What follows belongs to an exercise in optimizing a design on an open flow for small area, a short achievable clock period and few clock cycles; a production flow would make more cautious choices. At most, simulation tests tie the RTL to the original design; equivalence was not proved. Power and IR drop assume default switching activity.

run a:
==> flow/design.v <==
module ascii_line_rx (
    input  wire        clk,
    input  wire        rst,
    input  wire        in_valid,
    input  wire [7:0]  in_data,
    output wire        in_ready,
    output wire        out_valid,
    input  wire        out_ready,
    output wire        out_head,
    output wire        out_last,
    output wire [2:0]  out_status,
    output wire [7:0]  out_src,
    output wire [7:0]  out_dst,
    output wire [3:0]  out_prio,
    output wire [23:0] out_pgn,
    output wire [7:0]  out_plen,
    output wire [7:0]  out_data
);
    localparam integer LINE_CAP = 300;
    localparam integer HDR_LEN  = 24;
    localparam integer FIFO_CAP = 138;    
    localparam [7:0]   MARKER   = 8'h41;  
    localparam [7:0]   TERM     = 8'h0A;  
    function [3:0] hexval(input [7:0] c);
        begin
            if (c >= 8'h30 && c <= 8'h39)
                hexval = c[3:0];
            else if ((c >= 8'h41 && c <= 8'h46) || (c >= 8'h61 && c <= 8'h66))
                hexval = c[3:0] + 4'd9;
            else
                hexval = 4'd0;
        end
    endfunction
    reg       rdy;
    reg       av, bv;
    reg [5:0] ad, bd;
    assign in_ready = rdy;
    wire       in_fire = in_valid && rdy;
    wire [5:0] in_code = {in_data == TERM, in_data == MARKER, hexval(in_data)};
    wire       a_term = ad[5];
    wire       a_mark = ad[4];
    wire [3:0] a_hex  = ad[3:0];
    reg  [8:0]  n;         
    reg         f_nz;      
    reg         f_cap;     
    reg         f_hdr;     
    reg         f_pay;     
    reg         f_pe;      
    reg         f_po;      
    reg         mk;        
    reg  [39:0] hdr;       
    reg  [3:0]  hi;        
    reg         wv;        
    reg  [7:0]  wb;
    reg         pend;      
    reg  [1:0]  pst;       
    reg  [7:0]  pplen;     
    reg         hv;
    reg  [1:0]  h_st;
    reg  [39:0] h_hdr;
    reg  [7:0]  h_plen;
    reg  [7:0]  mem [0:FIFO_CAP-1];
    localparam integer LANES  = 12;
    localparam integer GROUPS = (FIFO_CAP + LANES) / LANES;
    reg  [LANES-1:0]  occ_l;
    reg  [GROUPS-1:0] occ_g;
    reg         full;      
    wire wr_pos = !a_term && f_po && mk;
    wire wdr    = wv && !full;           
    wire block = (pend && a_term && f_nz) ||
                 (pend && !a_term && f_hdr) ||
                 (wr_pos && wv && full);
    wire proc    = av && !block;
    wire take    = proc && !a_term && f_cap;
    wire lineend = proc && a_term && f_nz;
    wire a_free  = !av || !block;
    wire hload   = pend && !hv;
    wire [7:0] plen_n = n[8:1] - 8'd12;
    wire [1:0] st_end = !mk ? 2'd1 : (!f_pay ? 2'd2 : 2'd0);
    always @(posedge clk) begin
        if (a_free)
            ad <= bv ? bd : in_code;
        if (in_fire)
            bd <= in_code;
    end
    always @(posedge clk) begin
        if (rst) begin
            av  <= 1'b0;
            bv  <= 1'b0;
            rdy <= 1'b1;
        end else begin
            if (a_free) begin
                av  <= bv || in_fire;
                bv  <= 1'b0;
                rdy <= 1'b1;
            end else begin
                bv  <= bv || in_fire;
                rdy <= !(bv || in_fire);
            end
        end
    end
    always @(posedge clk) begin
        if (take && f_hdr)
            hdr <= {hdr[35:0], a_hex};
        if (take && f_pe)
            hi <= a_hex;
        if (proc && wr_pos)
            wb <= {hi, a_hex};
        if (wdr) begin : shift
            integer i;
            for (i = FIFO_CAP - 1; i > 0; i = i - 1)
                mem[i] <= mem[i - 1];
            mem[0] <= wb;
        end
        if (lineend) begin
            pst   <= st_end;
            pplen <= (st_end == 2'd0) ? plen_n : 8'd0;
        end
        if (take && !f_nz)
            mk <= a_mark;
        if (hload) begin
            h_st   <= pst;
            h_hdr  <= hdr;
            h_plen <= pplen;
        end
    end
    reg        ov, oh, ol;
    reg  [7:0] rem;        
    reg  [7:0] dout;
    wire adv     = !ov || out_ready;        
    wire more    = ov && !ol;               
    wire ld_pay  = adv && more;
    wire ld_head = adv && !more && hv && !oh;
    reg [7:0] oldest;
    always @(*) begin : rdmux
        integer g, l;
        oldest = 8'd0;
        for (g = 0; g < GROUPS; g = g + 1)
            for (l = 0; l < LANES; l = l + 1)
                if (g * LANES + l >= 1 && g * LANES + l <= FIFO_CAP)
                    oldest = oldest | ({8{occ_g[g] & occ_l[l]}} & mem[g * LANES + l - 1]);
    end
    always @(posedge clk) begin
        if (ld_pay)
            dout <= oldest;
    end
    always @(posedge clk) begin
        if (rst) begin
            n     <= 9'd0;
            f_nz  <= 1'b0;
            f_cap <= 1'b1;
            f_hdr <= 1'b0;
            f_pay <= 1'b0;
            f_pe  <= 1'b0;
            f_po  <= 1'b0;
            wv    <= 1'b0;
            occ_l <= {{(LANES-1){1'b0}}, 1'b1};
            occ_g <= {{(GROUPS-1){1'b0}}, 1'b1};
            full  <= 1'b0;
            pend  <= 1'b0;
            hv    <= 1'b0;
            ov    <= 1'b0;
            oh    <= 1'b0;
            ol    <= 1'b0;
            rem   <= 8'd0;
        end else begin
            if (proc && a_term) begin
                n     <= 9'd0;
                f_nz  <= 1'b0;
                f_cap <= 1'b1;
                f_hdr <= 1'b0;
                f_pay <= 1'b0;
                f_pe  <= 1'b0;
                f_po  <= 1'b0;
            end else if (take) begin
                n     <= n + 9'd1;
                f_nz  <= 1'b1;
                f_cap <= (n < LINE_CAP - 1);
                f_hdr <= (n >= 9'd11 && n <= 9'd15) || (n >= 9'd17 && n <= 9'd21);
                f_pay <= (n >= HDR_LEN - 1);
                f_pe  <= (n >= HDR_LEN - 1) && (n < LINE_CAP - 1) && n[0];
                f_po  <= (n >= HDR_LEN - 1) && (n < LINE_CAP - 1) && !n[0];
            end
            if (proc && wr_pos)
                wv <= 1'b1;
            else if (wdr)
                wv <= 1'b0;
            case ({wdr, ld_pay})
                2'b10: begin
                    occ_l <= {occ_l[LANES-2:0], occ_l[LANES-1]};
                    if (occ_l[LANES-1])
                        occ_g <= {occ_g[GROUPS-2:0], 1'b0};
                    full <= occ_g[(FIFO_CAP - 1) / LANES] & occ_l[(FIFO_CAP - 1) % LANES];
                end
                2'b01: begin
                    occ_l <= {occ_l[0], occ_l[LANES-1:1]};
                    if (occ_l[0])
                        occ_g <= {1'b0, occ_g[GROUPS-1:1]};
                    full <= 1'b0;
                end
                default: ;
            endcase
            if (lineend)
                pend <= 1'b1;
            else if (hload)
                pend <= 1'b0;
            if (hload)
                hv <= 1'b1;
            else if (ov && oh && out_ready)
                hv <= 1'b0;
            if (ld_pay) begin
                ov  <= 1'b1;
                oh  <= 1'b0;
                ol  <= (rem == 8'd1);
                rem <= rem - 8'd1;
            end else if (ld_head) begin
                ov  <= 1'b1;
                oh  <= 1'b1;
                ol  <= (h_plen == 8'd0);
                rem <= h_plen;
            end else if (adv) begin
                ov  <= 1'b0;
                oh  <= 1'b0;
            end
        end
    end
    assign out_valid  = ov;
    assign out_head   = oh;
    assign out_last   = ol;
    assign out_status = {1'b0, h_st};
    assign out_src    = h_hdr[39:32];
    assign out_dst    = h_hdr[31:24];
    assign out_prio   = h_hdr[23:20];
    assign out_pgn    = {4'd0, h_hdr[19:0]};
    assign out_plen   = h_plen;
    assign out_data   = dout;
endmodule
==> flow/config.mk <==
export PLATFORM = sky130hd
export DESIGN_NAME = ascii_line_rx
export DESIGN_NICKNAME = ascii_line_rx
export VERILOG_FILES = /design/flow/design.v
export SDC_FILE = /design/flow/constraint.sdc
export NUM_CORES = 4
export LEC_CHECK = 0
export CAP_MARGIN = 20
export CORE_MARGIN = 2
export CORE_UTILIZATION = 50
export CTS_BUF_LIST = sky130_fd_sc_hd__clkbuf_8
export CTS_CLUSTER_SIZE = 30
export GPL_ROUTABILITY_DRIVEN = 1
export PLACE_DENSITY = 0.6
export SETUP_SLACK_MARGIN = 3.9
export SLEW_MARGIN = 20
==> flow/constraint.sdc <==
create_clock -name core_clock -period 7.0 [get_ports {clk}]
set_input_delay 1.4000 -clock core_clock [delete_from_list [all_inputs] [get_ports {clk}]]
set_output_delay 1.4000 -clock core_clock [all_outputs]
set_load 0.01 [all_outputs]
run.sh (not shown) runs the stock make flow with config.mk's settings and CLKGATE_MAP_FILE= SYNTH_SCRIPT=/design/flow/synth_recipe.tcl, a recipe that flattens the netlist after the stock synthesis.
### run a -> run b
diff --git a/flow/design.v b/flow/design.v
--- a/flow/design.v
+++ b/flow/design.v
@@ -15,13 +15,13 @@
     output wire [23:0] out_pgn,
     output wire [7:0]  out_plen,
     output wire [7:0]  out_data
 );
     localparam integer LINE_CAP = 300;
     localparam integer HDR_LEN  = 24;
-    localparam integer FIFO_CAP = 138;    
+    localparam integer FIFO_CAP = 137;    
     localparam [7:0]   MARKER   = 8'h41;  
     localparam [7:0]   TERM     = 8'h0A;  
     function [3:0] hexval(input [7:0] c);
         begin
             if (c >= 8'h30 && c <= 8'h39)
                 hexval = c[3:0];
[summary]
- Data required time of the worst path: run b lower than run a
- On met1 layer wirelength in the final routing: between run b and run a, it ends up higher for run b.
- Between run a and run b, the count of fill cells added during filler insertion figures differ only marginally.
- Gate count of the mapped netlist went down slightly going from run a to run b.
- Status: power after layout parity (run a, run b)
- Comparing run b and run a, the lower final critical-path required period is on run a.
- The lower layout buffer count excluding clock buffers came out of run a.
- ~same maximum cell stage delay along the critical path in run b and run a
- Via count of the first global-routing pass sits lower in run b than in run a.
- Number of cell rows: run b vs run a down about 0.9%
- Compared with run a, in run b worst hold slack rose by 0.0036 ns; share of the synthesized area in compound gates (AO/OA/AOI/OAI) stayed essentially flat.
Testbench counts of run b, summed over its fixed seeds: cycles 29,874.
Function not checked in run a: the RTL went through the layout flow alone.

-- separate check: timing with driven ports --
The results above use ideal ports. As a check the final layouts listed here were re-extracted and re-timed, cells and wires unchanged. Step 1, drivers: a clkbuf_16 drives clk and a buf_2 each remaining input, both assumed. Step 2 adds t to the input delays and takes it off the output delays; t is the mean of the earliest and latest rising clock arrival at the registers after step 1. Input paths then give back, and output paths get back, about the clock's delay inside the block. Slacks: no drivers / after step 1 / after step 2; pairs: no drivers / after step 1.
run	t (ns)	slack for setup (ns)	hold WS [ns]	latest minus earliest clock arrival (ns)	worst data-port slew with drivers (ns)
run a	0.944	3.890 / 3.890 / 3.094	0.408 / 0.408 / 0.408	0.064 / 0.065	0.03
run b	0.907	3.871 / 3.871 / 3.189	0.412 / 0.412 / 0.412	0.043 / 0.043	0.04
After both steps setup and hold are still met in every run listed. For run a, which loses most, drivers alone change the setup slack by 0.000 ns; drivers and shift together by -0.796 ns.
